Background: an optimization exercise with open tools, aiming at small area. Do not read the settings as production practice.
Where RTL was checked, it was by simulation tests only, not by an equivalence proof against the original.
The clock port is modelled as an ideal driver; clocking choices that lean on that would not hold on a real chip.

==> v22 <==
## hdspbus
module hdspbus (
    input  wire        clk,
    input  wire        rst,         
    input  wire        cmd_valid,
    output wire        cmd_ready,
    input  wire [31:0] cmd,
    output wire [15:0] status,
    output reg  [7:0]  a_out,
    output reg  [7:0]  d_out,
    output reg         d_oe,
    input  wire [7:0]  d_in,
    output reg  [7:0]  ce_n,
    output reg         wr_n,
    output reg         rd_n
);
    reg        errseen;
    reg  [2:0] lasterr;
    reg        tr;
    reg  [7:0] rdata;
    reg  [2:0] br;
    reg        fe, be, cl;
    reg  [7:0] streq;
    reg  [63:0] fmap;
    wire       busy;
    reg  [4:0] c;         
    reg  [1:0] kind;      
    reg  [2:0] mod;       
    assign busy      = ~&c;       
    assign cmd_ready = ~busy;
    assign status    = {rdata, 2'b00, tr, lasterr, errseen, busy};
    wire [3:0] op = cmd[31:28];
    wire [3:0] sp = cmd[27:24];
    wire [7:0] ts = cmd[23:16];
    wire op_wrreg  = (op == 4'h1);
    wire op_rdreg  = (op == 4'h2);
    wire op_wrlog  = (op == 4'h3);
    wire op_wrpos  = (op == 4'h4);
    wire op_bri    = (op == 4'h5);
    wire op_fe     = (op == 4'h6);
    wire op_be     = (op == 4'h7);
    wire op_cl     = (op == 4'h8);
    wire op_self   = (op == 4'h9);
    wire op_rdtest = (op == 4'hA);
    wire op_ldfmap = (op == 4'hB);
    wire op_flash  = (op == 4'hC);
    wire op_set    = op_bri | op_fe | op_be | op_cl;
    wire nz_sp    = |sp;
    wire nz_ts    = |ts;
    wire nz_ts_hi = |ts[7:3];
    wire nz_ad_hi = |cmd[15:11];
    wire nz_ad    = nz_ad_hi | (|cmd[10:8]);
    wire nz_dt_hi = |cmd[7:3];
    wire nz_dt    = nz_dt_hi | (|cmd[2:0]);
    wire nz_2718  = nz_sp | nz_ts | nz_ad;
    wire ts_all   = &ts;
    wire illegal =
        (op == 4'h0) || (op[3:2] == 2'b11 && op[1:0] != 2'b00) ||
        ((op_wrreg || op_ldfmap) && nz_sp) ||
        (op_rdreg  && (nz_sp || nz_dt)) ||
        (op_wrlog  && (sp[3] || (sp[2] && sp[1:0] != 2'b00))) ||
        (op_wrpos  && (sp != 4'd3) && (sp != 4'd4)) ||
        (op_bri    && (nz_2718 || nz_dt_hi)) ||
        ((op_fe || op_be || op_cl) && (nz_2718 || nz_dt_hi || (|cmd[2:1]))) ||
        (op_self   && (nz_sp || nz_ad || (|cmd[7:1]))) ||
        (op_rdtest && (nz_sp || nz_ad || nz_dt)) ||
        (op_flash  && (nz_2718 || nz_dt));
    wire bad_target = ((op_wrreg || op_wrlog) && nz_ts_hi && !ts_all) ||
  ...
==> flow/config.mk <==
export PLATFORM = sky130hd
export DESIGN_NAME = hdspbus
export DESIGN_NICKNAME = hdspbus
export VERILOG_FILES = /design/flow/design.v
export SDC_FILE = /design/flow/constraint.sdc
export NUM_CORES = 4
export LEC_CHECK = 0
export CAP_MARGIN = 20
export CORE_MARGIN = 2
export CORE_UTILIZATION = 40
export PLACE_DENSITY = 0.6
export SLEW_MARGIN = 20
==> flow/constraint.sdc <==
create_clock -name core_clock -period 10.0 [get_ports {clk}]
set_input_delay 2.0000 -clock core_clock [delete_from_list [all_inputs] [get_ports {clk}]]
set_output_delay 2.0000 -clock core_clock [all_outputs]
set_load 0.01 [all_outputs]
standard.sh (not shown) runs the stock make flow with config.mk's settings and CLKGATE_MAP_FILE= SYNTH_SCRIPT=/design/flow/synth_recipe.tcl, a recipe that flattens the netlist after the stock synthesis.
==> flow/flow/run.sh <==
#!/bin/bash
# Layout flow: the standard synthesis, then an area-oriented re-mapping
# of the combinational logic only (every flip-flop instance is kept exactly
# as the standard synthesis made it), then the standard layout steps.
# The re-mapping runs ABC's &deepsyn with eight seeds, four at a time; each result
# is checked for combinational equivalence with the standard netlist (the
# flip-flops cut into inputs and outputs and matched by instance name) and
# the smallest proven one is used; if none is proven the standard netlist
# is kept.  Port buffers use the smallest buffer; the clock tree is built
# from clkbuf_4 without dummy loads, and flow/post_cts.tcl then upsizes the
# clock buffers whose output slew is high.
# Logs: synth.log, reopt_yosys_<seed>.log, reopt_check_<seed>.log,
# reopt.log, standard.log (make), and the ORFS logs under orfs/logs.
set -u
export BUFFER_PORTS_ARGS="-buffer_cell sky130_fd_sc_hd__buf_1"
export POST_CTS_TCL="$(pwd)/flow/post_cts.tcl"
export CTS_ARGS="-sink_clustering_enable -repair_clock_nets -dont_use_dummy_load -buf_list sky130_fd_sc_hd__clkbuf_4 -sink_clustering_size 10 -sink_clustering_max_diameter 30"

bash standard.sh synth > synth.log 2>&1 || exit 1

R=orfs/results/${FLOW_PLATFORM}/hdspbus/base
LIB=${FLOW_HOME}/platforms/sky130hd/lib/sky130_fd_sc_hd__tt_025C_1v80.lib
YOSYS=yosys
command -v yosys > /dev/null || YOSYS=${FLOW_HOME}/../tools/install/yosys/bin/yosys
DU=""
for c in sky130_fd_sc_hd__probe_p_8 sky130_fd_sc_hd__probec_p_8 sky130_fd_sc_hd__lpflow_bleeder_1 \
    sky130_fd_sc_hd__lpflow_clkbufkapwr_1 sky130_fd_sc_hd__lpflow_clkbufkapwr_16 sky130_fd_sc_hd__lpflow_clkbufkapwr_2 \
    sky130_fd_sc_hd__lpflow_clkbufkapwr_4 sky130_fd_sc_hd__lpflow_clkbufkapwr_8 sky130_fd_sc_hd__lpflow_clkinvkapwr_1 \
    sky130_fd_sc_hd__lpflow_clkinvkapwr_16 sky130_fd_sc_hd__lpflow_clkinvkapwr_2 sky130_fd_sc_hd__lpflow_clkinvkapwr_4 \
    sky130_fd_sc_hd__lpflow_clkinvkapwr_8 sky130_fd_sc_hd__lpflow_decapkapwr_12 sky130_fd_sc_hd__lpflow_decapkapwr_3 \
    sky130_fd_sc_hd__lpflow_decapkapwr_4 sky130_fd_sc_hd__lpflow_decapkapwr_6 sky130_fd_sc_hd__lpflow_decapkapwr_8 \
    sky130_fd_sc_hd__lpflow_inputiso0n_1 sky130_fd_sc_hd__lpflow_inputiso0p_1 sky130_fd_sc_hd__lpflow_inputiso1n_1 \
    sky130_fd_sc_hd__lpflow_inputiso1p_1 sky130_fd_sc_hd__lpflow_inputisolatch_1 sky130_fd_sc_hd__lpflow_isobufsrc_1 \
    sky130_fd_sc_hd__lpflow_isobufsrc_16 sky130_fd_sc_hd__lpflow_isobufsrc_2 sky130_fd_sc_hd__lpflow_isobufsrc_4 \
    sky130_fd_sc_hd__lpflow_isobufsrc_8 sky130_fd_sc_hd__lpflow_isobufsrckapwr_16 \
    sky130_fd_sc_hd__lpflow_lsbuf_lh_hl_isowell_tap_1 sky130_fd_sc_hd__lpflow_lsbuf_lh_hl_isowell_tap_2 \
    sky130_fd_sc_hd__lpflow_lsbuf_lh_hl_isowell_tap_4 sky130_fd_sc_hd__lpflow_lsbuf_lh_isowell_4 \
    sky130_fd_sc_hd__lpflow_lsbuf_lh_isowell_tap_1 sky130_fd_sc_hd__lpflow_lsbuf_lh_isowell_tap_2 \
    sky130_fd_sc_hd__lpflow_lsbuf_lh_isowell_tap_4; do DU="$DU -dont_use $c"; done

cp $R/1_2_yosys.v std_1_2_yosys.v
mkdir -p reopt
python3 flow/cut.py std_1_2_yosys.v reopt/g.v

remap() {  # seed
  local s=$1
  sed "s/@SEED@/$s/" flow/area.abc.in > reopt/area_$s.abc
  cat > reopt/reopt_$s.ys <<Y
read_liberty -ignore_miss_func $LIB
blackbox sky130_fd_sc_hd__dfxtp_1 sky130_fd_sc_hd__edfxtp_1
read_verilog std_1_2_yosys.v
hierarchy -top ${FLOW_TOP}
flatten
opt -purge
abc -liberty $LIB $DU -script reopt/area_$s.abc
rename -hide w:*.*
opt_clean -purge
setundef -zero
hilomap -singleton -hicell sky130_fd_sc_hd__conb_1 HI -locell sky130_fd_sc_hd__conb_1 LO
splitnets
opt_clean -purge
stat -liberty $LIB
write_verilog -noexpr -nohex -nodec -noattr reopt/new_$s.v
Y
  cat > reopt/check_$s.ys <<Y
read_liberty -ignore_miss_func $LIB
read_verilog reopt/g.v
rename ${FLOW_TOP} gold
read_verilog reopt/n_$s.v
rename ${FLOW_TOP} gate
flatten gold gate
miter -equiv -flatten -make_assert gold gate miter
hierarchy -top miter
sat -verify -prove-asserts miter
Y
  $YOSYS -s reopt/reopt_$s.ys > reopt_yosys_$s.log 2>&1 \
    && python3 flow/cut.py reopt/new_$s.v reopt/n_$s.v \
    && $YOSYS -s reopt/check_$s.ys > reopt_check_$s.log 2>&1 \
    && grep 'Chip area' reopt_yosys_$s.log | tail -1 | awk '{print $NF}' > reopt/area_$s.txt
}
for s in 1 2 3 4; do remap $s & done
wait
for s in 5 6 7 8; do remap $s & done
wait

best=""; barea=""
for s in 1 2 3 4 5 6 7 8; do
  if [[ -s reopt/area_$s.txt ]]; then
    a=$(cat reopt/area_$s.txt)
    echo "seed $s: $a um2, proven equivalent" >> reopt.log
    if [[ -z "$best" ]] || awk "BEGIN{exit !($a < $barea)}"; then best=$s; barea=$a; fi
  else
    echo "seed $s: no proven result" >> reopt.log
  fi
done
if [[ -n "$best" ]]; then
  echo "using seed $best ($barea um2)" >> reopt.log
  cp reopt/new_$best.v $R/1_2_yosys.v
  rm -f $R/1_synth.odb $R/1_synth.sdc
else
  echo "re-mapping not used" >> reopt.log
fi

bash standard.sh > standard.log 2>&1
==> flow/flow/post_cts.tcl <==
set upsized 0
for {set pass 0} {$pass < 3} {incr pass} {
  estimate_parasitics -placement
  set n 0
  foreach inst [get_cells *] {
    if { [get_property $inst ref_name] eq "sky130_fd_sc_hd__clkbuf_4" } {
      set p [get_pins -of_objects $inst -filter "direction==output"]
      if { [get_property $p slew_max] > 0.095 } {
        replace_cell $inst sky130_fd_sc_hd__clkbuf_8
        incr n
      }
    }
  }
  incr upsized $n
  if { $n == 0 } { break }
}
puts "post-CTS: upsized $upsized clock buffers to clkbuf_8"
if { $upsized > 0 } {
  detailed_placement
  check_placement -verbose
}
Other scripts of this flow, unchanged in this note and not shown: flow/flow/area.abc.in, flow/flow/cut.py
==> v23 (differences from v22) <==
--- a/flow/design.v
+++ b/flow/design.v
@@ -87,28 +87,28 @@
     wire acc_rd = op_rdreg || op_rdtest;
     wire go_w   = go && !acc_rd;
     wire uniform = (streq == 8'h00) || (streq == 8'hFF);
     wire lin = op_wrlog || op_wrpos;
     wire raw = op_wrreg || op_rdreg;
     wire ctl = op_set || op_self || op_rdtest;
     wire [7:0] acc_addr;
-    assign acc_addr[7:6] = cmd[15:14];
-    assign acc_addr[5]   = (lin || ctl) ? ~sp[2] : cmd[13];
-    assign acc_addr[4]   = raw ? cmd[12] : lin ? sp[1] : ctl;
-    assign acc_addr[3]   = raw ? cmd[11] : sp[0];
-    assign acc_addr[2:0] = cmd[10:8];
-    wire setx = op_bri || op_fe || op_be || op_cl || op_self;    
+    assign acc_addr[7:6] = raw ? cmd[15:14] : 2'b00;
+    assign acc_addr[5]   = raw ? cmd[13] : lin ? ~sp[2] : ctl;
+    assign acc_addr[4]   = raw ? cmd[12] : lin ?  sp[1] : ctl;
+    assign acc_addr[3]   = raw ? cmd[11] : lin ?  sp[0] : 1'b0;
+    assign acc_addr[2:0] = (raw || lin) ? cmd[10:8] : 3'b000;
+    wire dat = op_wrreg || op_wrlog || op_wrpos;
     wire [7:0] acc_data;
-    assign acc_data[7]   = op_cl ? cmd[0] : setx ? cl : cmd[7];
-    assign acc_data[6]   = op_self ? cmd[0] : op_set ? streq[0] : cmd[6];
-    assign acc_data[5]   = cmd[5];
-    assign acc_data[4]   = op_be ? cmd[0] : setx ? be : cmd[4];
-    assign acc_data[3]   = op_fe ? cmd[0] : setx ? fe : cmd[3];
-    assign acc_data[2:1] = (setx && !op_bri) ? br[2:1] : cmd[2:1];
-    assign acc_data[0]   = op_flash ? fmap[63] : (setx && !op_bri) ? br[0] : cmd[0];
+    assign acc_data[7]   = dat ? cmd[7] : op_cl ? cmd[0] : op_flash ? 1'b0 : cl;
+    assign acc_data[6]   = dat ? cmd[6] : op_self ? cmd[0] : op_flash ? 1'b0 : streq[0];
+    assign acc_data[5]   = dat & cmd[5];
+    assign acc_data[4]   = dat ? cmd[4] : op_be ? cmd[0] : op_flash ? 1'b0 : be;
+    assign acc_data[3]   = dat ? cmd[3] : op_fe ? cmd[0] : op_flash ? 1'b0 : fe;
+    assign acc_data[2:1] = (dat || op_bri) ? cmd[2:1] : op_flash ? 2'b00 : br[2:1];
+    assign acc_data[0]   = (dat || op_bri) ? cmd[0] : op_flash ? fmap[63] : br[0];
     wire w_ce_on  = (c == 5'd0);
     wire w_wr_lo  = (c == 5'd1);
     wire w_wr_hi  = (c == 5'd11);
     wire w_ce_off = (c == 5'd12);
     wire w_end    = (c == 5'd13);
     wire r_oe_lo  = (c == 5'd14);
     wire r_ce_on  = (c == 5'd16);
@@ -192,19 +192,19 @@
             d_out[6] <= rst ? 1'b0 : busy ? streq[mod] : acc_data[6];
     always @(posedge clk)
         if (rst || go_w || fnxt)
             d_out[0] <= rst ? 1'b0 : busy ? fbit : acc_data[0];
     always @(posedge clk) begin
         if (!busy) begin
             kind[1] <= op_flash || (op_set && !uniform);
-            kind[0] <= op_rdtest || ts_all || op_set;    
+            kind[0] <= op_rdtest || ((op_wrreg || op_wrlog) && ts_all) || op_set;
         end
     end
     always @(posedge clk)
         if (!busy || adv)
             mod <= busy ? {(mod[1] & mod[0]) ? ~mod[2] : mod[2], mod[0] ? ~mod[1] : mod[1], ~mod[0]} :
-                   op_wrpos ? cmd[13:11] : ts[2:0];    
+                   op_wrpos ? cmd[13:11] : (op_set || op_flash) ? 3'd0 : ts[2:0];
     always @(posedge clk)
         c <= rst ? 5'd31 :
              busy ? ((cyc_end && !more) ? 5'd31 : cyc_end ? 5'd0 : c + 5'd1) :
              go ? {1'b0, {3{acc_rd}}, 1'b0} : 5'd31;
 endmodule
--- a/flow/flow/run.sh
+++ b/flow/flow/run.sh
@@ -1,12 +1,12 @@
 #!/bin/bash
 # Layout flow: the standard synthesis, then an area-oriented re-mapping
 # of the combinational logic only (every flip-flop instance is kept exactly
 # as the standard synthesis made it), then the standard layout steps.
-# The re-mapping runs ABC's &deepsyn with eight seeds, four at a time; each result
+# The re-mapping runs ABC's &deepsyn with four seeds in parallel; each result
 # is checked for combinational equivalence with the standard netlist (the
 # flip-flops cut into inputs and outputs and matched by instance name) and
 # the smallest proven one is used; if none is proven the standard netlist
 # is kept.  Port buffers use the smallest buffer; the clock tree is built
 # from clkbuf_4 without dummy loads, and flow/post_cts.tcl then upsizes the
 # clock buffers whose output slew is high.
 # Logs: synth.log, reopt_yosys_<seed>.log, reopt_check_<seed>.log,
@@ -76,19 +76,17 @@
   $YOSYS -s reopt/reopt_$s.ys > reopt_yosys_$s.log 2>&1 \
     && python3 flow/cut.py reopt/new_$s.v reopt/n_$s.v \
     && $YOSYS -s reopt/check_$s.ys > reopt_check_$s.log 2>&1 \
     && grep 'Chip area' reopt_yosys_$s.log | tail -1 | awk '{print $NF}' > reopt/area_$s.txt
 }
 for s in 1 2 3 4; do remap $s & done
 wait
-for s in 5 6 7 8; do remap $s & done
-wait
 
 best=""; barea=""
-for s in 1 2 3 4 5 6 7 8; do
+for s in 1 2 3 4; do
   if [[ -s reopt/area_$s.txt ]]; then
     a=$(cat reopt/area_$s.txt)
     echo "seed $s: $a um2, proven equivalent" >> reopt.log
     if [[ -z "$best" ]] || awk "BEGIN{exit !($a < $barea)}"; then best=$s; barea=$a; fi
   else
     echo "seed $s: no proven result" >> reopt.log
   fi
==> v28 (differences from v22) <==
--- a/flow/design.v
+++ b/flow/design.v
@@ -17,19 +17,18 @@
     reg  [2:0] lasterr;
     reg        tr;
     reg  [7:0] rdata;
     reg  [2:0] br;
     reg        fe, be, cl;
     reg  [7:0] streq;
     reg  [63:0] fmap;
-    wire       busy;
+    reg        busy;
     reg  [4:0] c;         
     reg  [1:0] kind;      
     reg  [2:0] mod;       
-    assign busy      = ~&c;       
     assign cmd_ready = ~busy;
     assign status    = {rdata, 2'b00, tr, lasterr, errseen, busy};
     wire [3:0] op = cmd[31:28];
     wire [3:0] sp = cmd[27:24];
     wire [7:0] ts = cmd[23:16];
     wire op_wrreg  = (op == 4'h1);
     wire op_rdreg  = (op == 4'h2);
@@ -87,28 +86,28 @@
     wire acc_rd = op_rdreg || op_rdtest;
     wire go_w   = go && !acc_rd;
     wire uniform = (streq == 8'h00) || (streq == 8'hFF);
     wire lin = op_wrlog || op_wrpos;
     wire raw = op_wrreg || op_rdreg;
     wire ctl = op_set || op_self || op_rdtest;
     wire [7:0] acc_addr;
-    assign acc_addr[7:6] = cmd[15:14];
-    assign acc_addr[5]   = (lin || ctl) ? ~sp[2] : cmd[13];
-    assign acc_addr[4]   = raw ? cmd[12] : lin ? sp[1] : ctl;
-    assign acc_addr[3]   = raw ? cmd[11] : sp[0];
-    assign acc_addr[2:0] = cmd[10:8];
-    wire setx = op_bri || op_fe || op_be || op_cl || op_self;    
+    assign acc_addr[7:6] = raw ? cmd[15:14] : 2'b00;
+    assign acc_addr[5]   = raw ? cmd[13] : lin ? ~sp[2] : ctl;
+    assign acc_addr[4]   = raw ? cmd[12] : lin ?  sp[1] : ctl;
+    assign acc_addr[3]   = raw ? cmd[11] : lin ?  sp[0] : 1'b0;
+    assign acc_addr[2:0] = (raw || lin) ? cmd[10:8] : 3'b000;
+    wire dat = op_wrreg || op_wrlog || op_wrpos;
     wire [7:0] acc_data;
-    assign acc_data[7]   = op_cl ? cmd[0] : setx ? cl : cmd[7];
-    assign acc_data[6]   = op_self ? cmd[0] : op_set ? streq[0] : cmd[6];
-    assign acc_data[5]   = cmd[5];
-    assign acc_data[4]   = op_be ? cmd[0] : setx ? be : cmd[4];
-    assign acc_data[3]   = op_fe ? cmd[0] : setx ? fe : cmd[3];
-    assign acc_data[2:1] = (setx && !op_bri) ? br[2:1] : cmd[2:1];
-    assign acc_data[0]   = op_flash ? fmap[63] : (setx && !op_bri) ? br[0] : cmd[0];
+    assign acc_data[7]   = dat ? cmd[7] : op_cl ? cmd[0] : op_flash ? 1'b0 : cl;
+    assign acc_data[6]   = dat ? cmd[6] : op_self ? cmd[0] : op_flash ? 1'b0 : streq[0];
+    assign acc_data[5]   = dat & cmd[5];
+    assign acc_data[4]   = dat ? cmd[4] : op_be ? cmd[0] : op_flash ? 1'b0 : be;
+    assign acc_data[3]   = dat ? cmd[3] : op_fe ? cmd[0] : op_flash ? 1'b0 : fe;
+    assign acc_data[2:1] = (dat || op_bri) ? cmd[2:1] : op_flash ? 2'b00 : br[2:1];
+    assign acc_data[0]   = (dat || op_bri) ? cmd[0] : op_flash ? fmap[63] : br[0];
     wire w_ce_on  = (c == 5'd0);
     wire w_wr_lo  = (c == 5'd1);
     wire w_wr_hi  = (c == 5'd11);
     wire w_ce_off = (c == 5'd12);
     wire w_end    = (c == 5'd13);
     wire r_oe_lo  = (c == 5'd14);
     wire r_ce_on  = (c == 5'd16);
@@ -121,30 +120,29 @@
     wire flash  = kind[1] & ~kind[0];
     wire permod = kind[1] &  kind[0];
     wire all    = ~kind[1] & kind[0] & ~c[4];    
     wire test   = kind[0];
     wire cyc_end = busy && (w_end || r_end);
     wire ce_on   = busy && (w_ce_on || r_ce_on);
     wire ce_off  = busy && (w_ce_off || r_ce_off);
-    wire ce_win  = !rst && busy && (c[4] ? !(c[3] && (c[2] || (c[1] && c[0])))
-                                         : !(c[3] && c[2]));
     wire [2:0] col  = a_out[2:0];
     wire [2:0] col1 = {(col[1] & col[0]) ? ~col[2] : col[2], col[0] ? ~col[1] : col[1], ~col[0]};
     wire       more = (flash && (col != 3'd7)) || ((flash || permod) && (mod != 3'd0));
     wire       adv  = busy && w_ce_off && (permod || (flash && col == 3'd7));
     wire       nxt  = cyc_end && more;
     wire       fnxt = nxt && flash;
     wire       pnxt = nxt && !flash;
     wire       fbit = fmap[~{mod, col1}];
     wire [7:0] cmd_r = rst ? 8'h00 : cmd[7:0];    
     always @(posedge clk) begin
         errseen <= !rst && (errseen || (accept && !ok));
-        wr_n    <= !(!rst && busy && c >= 5'd1  && c <= 5'd10);
-        rd_n    <= !(!rst && busy && c >= 5'd17 && c <= 5'd25);
-        d_oe    <= !(!rst && busy && c >= 5'd14 && c <= 5'd28);
+        busy    <= !rst && (go || (busy && !(cyc_end && !more)));
+        wr_n    <= rst || (busy && w_wr_hi) || (wr_n && !(busy && w_wr_lo));
+        rd_n    <= rst || (busy && r_rd_hi) || (rd_n && !(busy && r_rd_lo));
+        d_oe    <= rst || (busy && r_oe_hi) || (d_oe && !(busy && r_oe_lo));
     end
     always @(posedge clk)
         if (rst || accept)
             lasterr <= rst ? 3'd0 : err;
     always @(posedge clk)
         if (rst || (busy && r_sample))
             rdata <= rst ? 8'h00 : d_in;
@@ -169,15 +167,16 @@
             always @(posedge clk)
                 if (rst || (okacc && op_self && ts[2:0] == gk))
                     streq[gk] <= cmd_r[0];
             always @(posedge clk)
                 if (rst || (okacc && op_ldfmap && cmd[10:8] == gk))
                     fmap[gk*8 +: 8] <= cmd_r;
             always @(posedge clk)
-                ce_n[gk] <= !(ce_win && (all || mod == gk));
+                if (rst || ce_on || ce_off)
+                    ce_n[gk] <= !(ce_on && !rst && (all || mod == gk));
         end
     endgenerate
     always @(posedge clk)
         if (rst || go)
             a_out[7:3] <= rst ? 5'd0 : acc_addr[7:3];
     always @(posedge clk)
         if (rst || go || fnxt)
@@ -192,19 +191,17 @@
             d_out[6] <= rst ? 1'b0 : busy ? streq[mod] : acc_data[6];
     always @(posedge clk)
         if (rst || go_w || fnxt)
             d_out[0] <= rst ? 1'b0 : busy ? fbit : acc_data[0];
     always @(posedge clk) begin
         if (!busy) begin
             kind[1] <= op_flash || (op_set && !uniform);
-            kind[0] <= op_rdtest || ts_all || op_set;    
+            kind[0] <= op_rdtest || ((op_wrreg || op_wrlog) && ts_all) || op_set;
         end
     end
     always @(posedge clk)
         if (!busy || adv)
             mod <= busy ? {(mod[1] & mod[0]) ? ~mod[2] : mod[2], mod[0] ? ~mod[1] : mod[1], ~mod[0]} :
-                   op_wrpos ? cmd[13:11] : ts[2:0];    
-    always @(posedge clk)
-        c <= rst ? 5'd31 :
-             busy ? ((cyc_end && !more) ? 5'd31 : cyc_end ? 5'd0 : c + 5'd1) :
-             go ? {1'b0, {3{acc_rd}}, 1'b0} : 5'd31;
+                   op_wrpos ? cmd[13:11] : (op_set || op_flash) ? 3'd0 : ts[2:0];
+    always @(posedge clk)
+        c <= (busy && !cyc_end) ? c + 5'd1 : {1'b0, {3{!busy && acc_rd}}, 1'b0};
 endmodule
--- a/flow/flow/run.sh
+++ b/flow/flow/run.sh
@@ -1,24 +1,22 @@
 #!/bin/bash
 # Layout flow: the standard synthesis, then an area-oriented re-mapping
 # of the combinational logic only (every flip-flop instance is kept exactly
 # as the standard synthesis made it), then the standard layout steps.
-# The re-mapping runs ABC's &deepsyn with eight seeds, four at a time; each result
+# The re-mapping runs ABC's &deepsyn with four seeds in parallel; each result
 # is checked for combinational equivalence with the standard netlist (the
 # flip-flops cut into inputs and outputs and matched by instance name) and
 # the smallest proven one is used; if none is proven the standard netlist
-# is kept.  Port buffers use the smallest buffer; the clock tree is built
-# from clkbuf_4 without dummy loads, and flow/post_cts.tcl then upsizes the
-# clock buffers whose output slew is high.
+# is kept.  Port buffers use the smallest buffer; the clock tree uses
+# clkbuf_8 without dummy loads.
 # Logs: synth.log, reopt_yosys_<seed>.log, reopt_check_<seed>.log,
 # reopt.log, standard.log (make), and the ORFS logs under orfs/logs.
 set -u
 export BUFFER_PORTS_ARGS="-buffer_cell sky130_fd_sc_hd__buf_1"
-export POST_CTS_TCL="$(pwd)/flow/post_cts.tcl"
-export CTS_ARGS="-sink_clustering_enable -repair_clock_nets -dont_use_dummy_load -buf_list sky130_fd_sc_hd__clkbuf_4 -sink_clustering_size 10 -sink_clustering_max_diameter 30"
+export CTS_ARGS="-sink_clustering_enable -repair_clock_nets -dont_use_dummy_load -buf_list sky130_fd_sc_hd__clkbuf_4 -sink_clustering_size 8 -sink_clustering_max_diameter 40"
 
 bash standard.sh synth > synth.log 2>&1 || exit 1
 
 R=orfs/results/${FLOW_PLATFORM}/hdspbus/base
 LIB=${FLOW_HOME}/platforms/sky130hd/lib/sky130_fd_sc_hd__tt_025C_1v80.lib
 YOSYS=yosys
 command -v yosys > /dev/null || YOSYS=${FLOW_HOME}/../tools/install/yosys/bin/yosys
@@ -49,15 +47,14 @@
 read_liberty -ignore_miss_func $LIB
 blackbox sky130_fd_sc_hd__dfxtp_1 sky130_fd_sc_hd__edfxtp_1
 read_verilog std_1_2_yosys.v
 hierarchy -top ${FLOW_TOP}
 flatten
 opt -purge
 abc -liberty $LIB $DU -script reopt/area_$s.abc
-rename -hide w:*.*
 opt_clean -purge
 setundef -zero
 hilomap -singleton -hicell sky130_fd_sc_hd__conb_1 HI -locell sky130_fd_sc_hd__conb_1 LO
 splitnets
 opt_clean -purge
 stat -liberty $LIB
 write_verilog -noexpr -nohex -nodec -noattr reopt/new_$s.v
@@ -76,19 +73,17 @@
   $YOSYS -s reopt/reopt_$s.ys > reopt_yosys_$s.log 2>&1 \
     && python3 flow/cut.py reopt/new_$s.v reopt/n_$s.v \
     && $YOSYS -s reopt/check_$s.ys > reopt_check_$s.log 2>&1 \
     && grep 'Chip area' reopt_yosys_$s.log | tail -1 | awk '{print $NF}' > reopt/area_$s.txt
 }
 for s in 1 2 3 4; do remap $s & done
 wait
-for s in 5 6 7 8; do remap $s & done
-wait
 
 best=""; barea=""
-for s in 1 2 3 4 5 6 7 8; do
+for s in 1 2 3 4; do
   if [[ -s reopt/area_$s.txt ]]; then
     a=$(cat reopt/area_$s.txt)
     echo "seed $s: $a um2, proven equivalent" >> reopt.log
     if [[ -z "$best" ]] || awk "BEGIN{exit !($a < $barea)}"; then best=$s; barea=$a; fi
   else
     echo "seed $s: no proven result" >> reopt.log
   fi
removed: flow/flow/post_cts.tcl
==> results.py <==
metrics = {
    "power_and_ir_drop": {
        "swShare_pct": 25.64,
        "comb_power_mw": 0.112,
    },
    "setup_path": {
        "cp_slowest_cell": "o21ai_0",
    },
    "worst_hold_path": {
        "hold_depth": 2,
    },
    "route": {
        "wirelength_mm": 15.49,
    },
    "run_status": {
        "status": "complete, no violations",
    },
    "synth": {
        "synthCells": 470,
    },
    "finish": {
        "num-multi-input-gates": 332,
    },
}
the above is filed under v28

==> results.py <==
metrics = {
    "finish": {
        "num-multi-input-gates": 334,
        "seq_cells": 128,
    },
    "power_and_ir_drop": {
        "swShare_pct": 34.46,
        "comb_power_mw": 0.357,
    },
    "grt": {
        "grt_pass1_wl_mm": 22.72,
    },
    "worst_hold_path": {
        "hold_depth": 1,
        "hold_path_end": "errseen",
    },
    "synth": {
        "synthCells": 469,
    },
    "run_status": {
        "status": "complete, no violations",
    },
    "route": {
        "wirelength_mm": 15.00,
    },
    "setup_path": {
        "cp_slowest_cell": "o31ai_1",
    },
    "floorplan": {
        "die_h_um": 121.9,
    },
}
the above is filed under v23

==> results.py <==
metrics = {
    "run_status": {
        "status": "complete, no violations",
    },
    "route": {
        "wirelength_mm": 14.38,
        "drcViolationCount": 0,
    },
    "placed_design": {
        "dpl.hpwl_mm": 9.956,
    },
    "finish": {
        "nets": 598,
        "layout_common_cells": "111 x edfxtp_1, 84 x buf_1, 63 x nand2_1, 36 x a21oi_1, 30 x o21ai_0",
        "num-multi-input-gates": 308,
    },
    "power_and_ir_drop": {
        "swShare_pct": 35.64,
        "comb_power_mw": 0.407,
    },
    "worst_hold_path": {
        "hold_depth": 2,
    },
}
the above is filed under v22

Function not checked in v28: the RTL went through the layout flow alone.

==> static timing again, ports no longer ideal <==
No port has a modelled driver above. Below, the same layouts with a new extraction and two added sets of constraints. Step 1 (the two cells are an assumption about what drives the block):
set clk [get_ports {clk}]
set_driving_cell -lib_cell sky130_fd_sc_hd__clkbuf_16 $clk
set_driving_cell -lib_cell sky130_fd_sc_hd__buf_2 [delete_from_list [all_inputs] $clk]
Step 2 also shifts input and output timing later by t, the mid clock arrival at the registers, as if the neighbouring blocks saw the same clock. a / b / c = no drivers / after step 1 / after step 2; a / b = the first two.
run	t, ns	setup WS [ns]	hold WS [ns]
v22	0.436	4.123 / 4.133 / 3.697	0.496 / 0.496 / 0.496
v23	0.449	3.990 / 3.998 / 3.549	0.546 / 0.546 / 0.546
v28	0.565	4.509 / 4.519 / 3.954	0.464 / 0.464 / 0.464
After both steps setup and hold are still met in every run listed. The setup slack of v28, which loses most, moves by +0.010 ns with the drivers and by -0.555 ns with both steps.
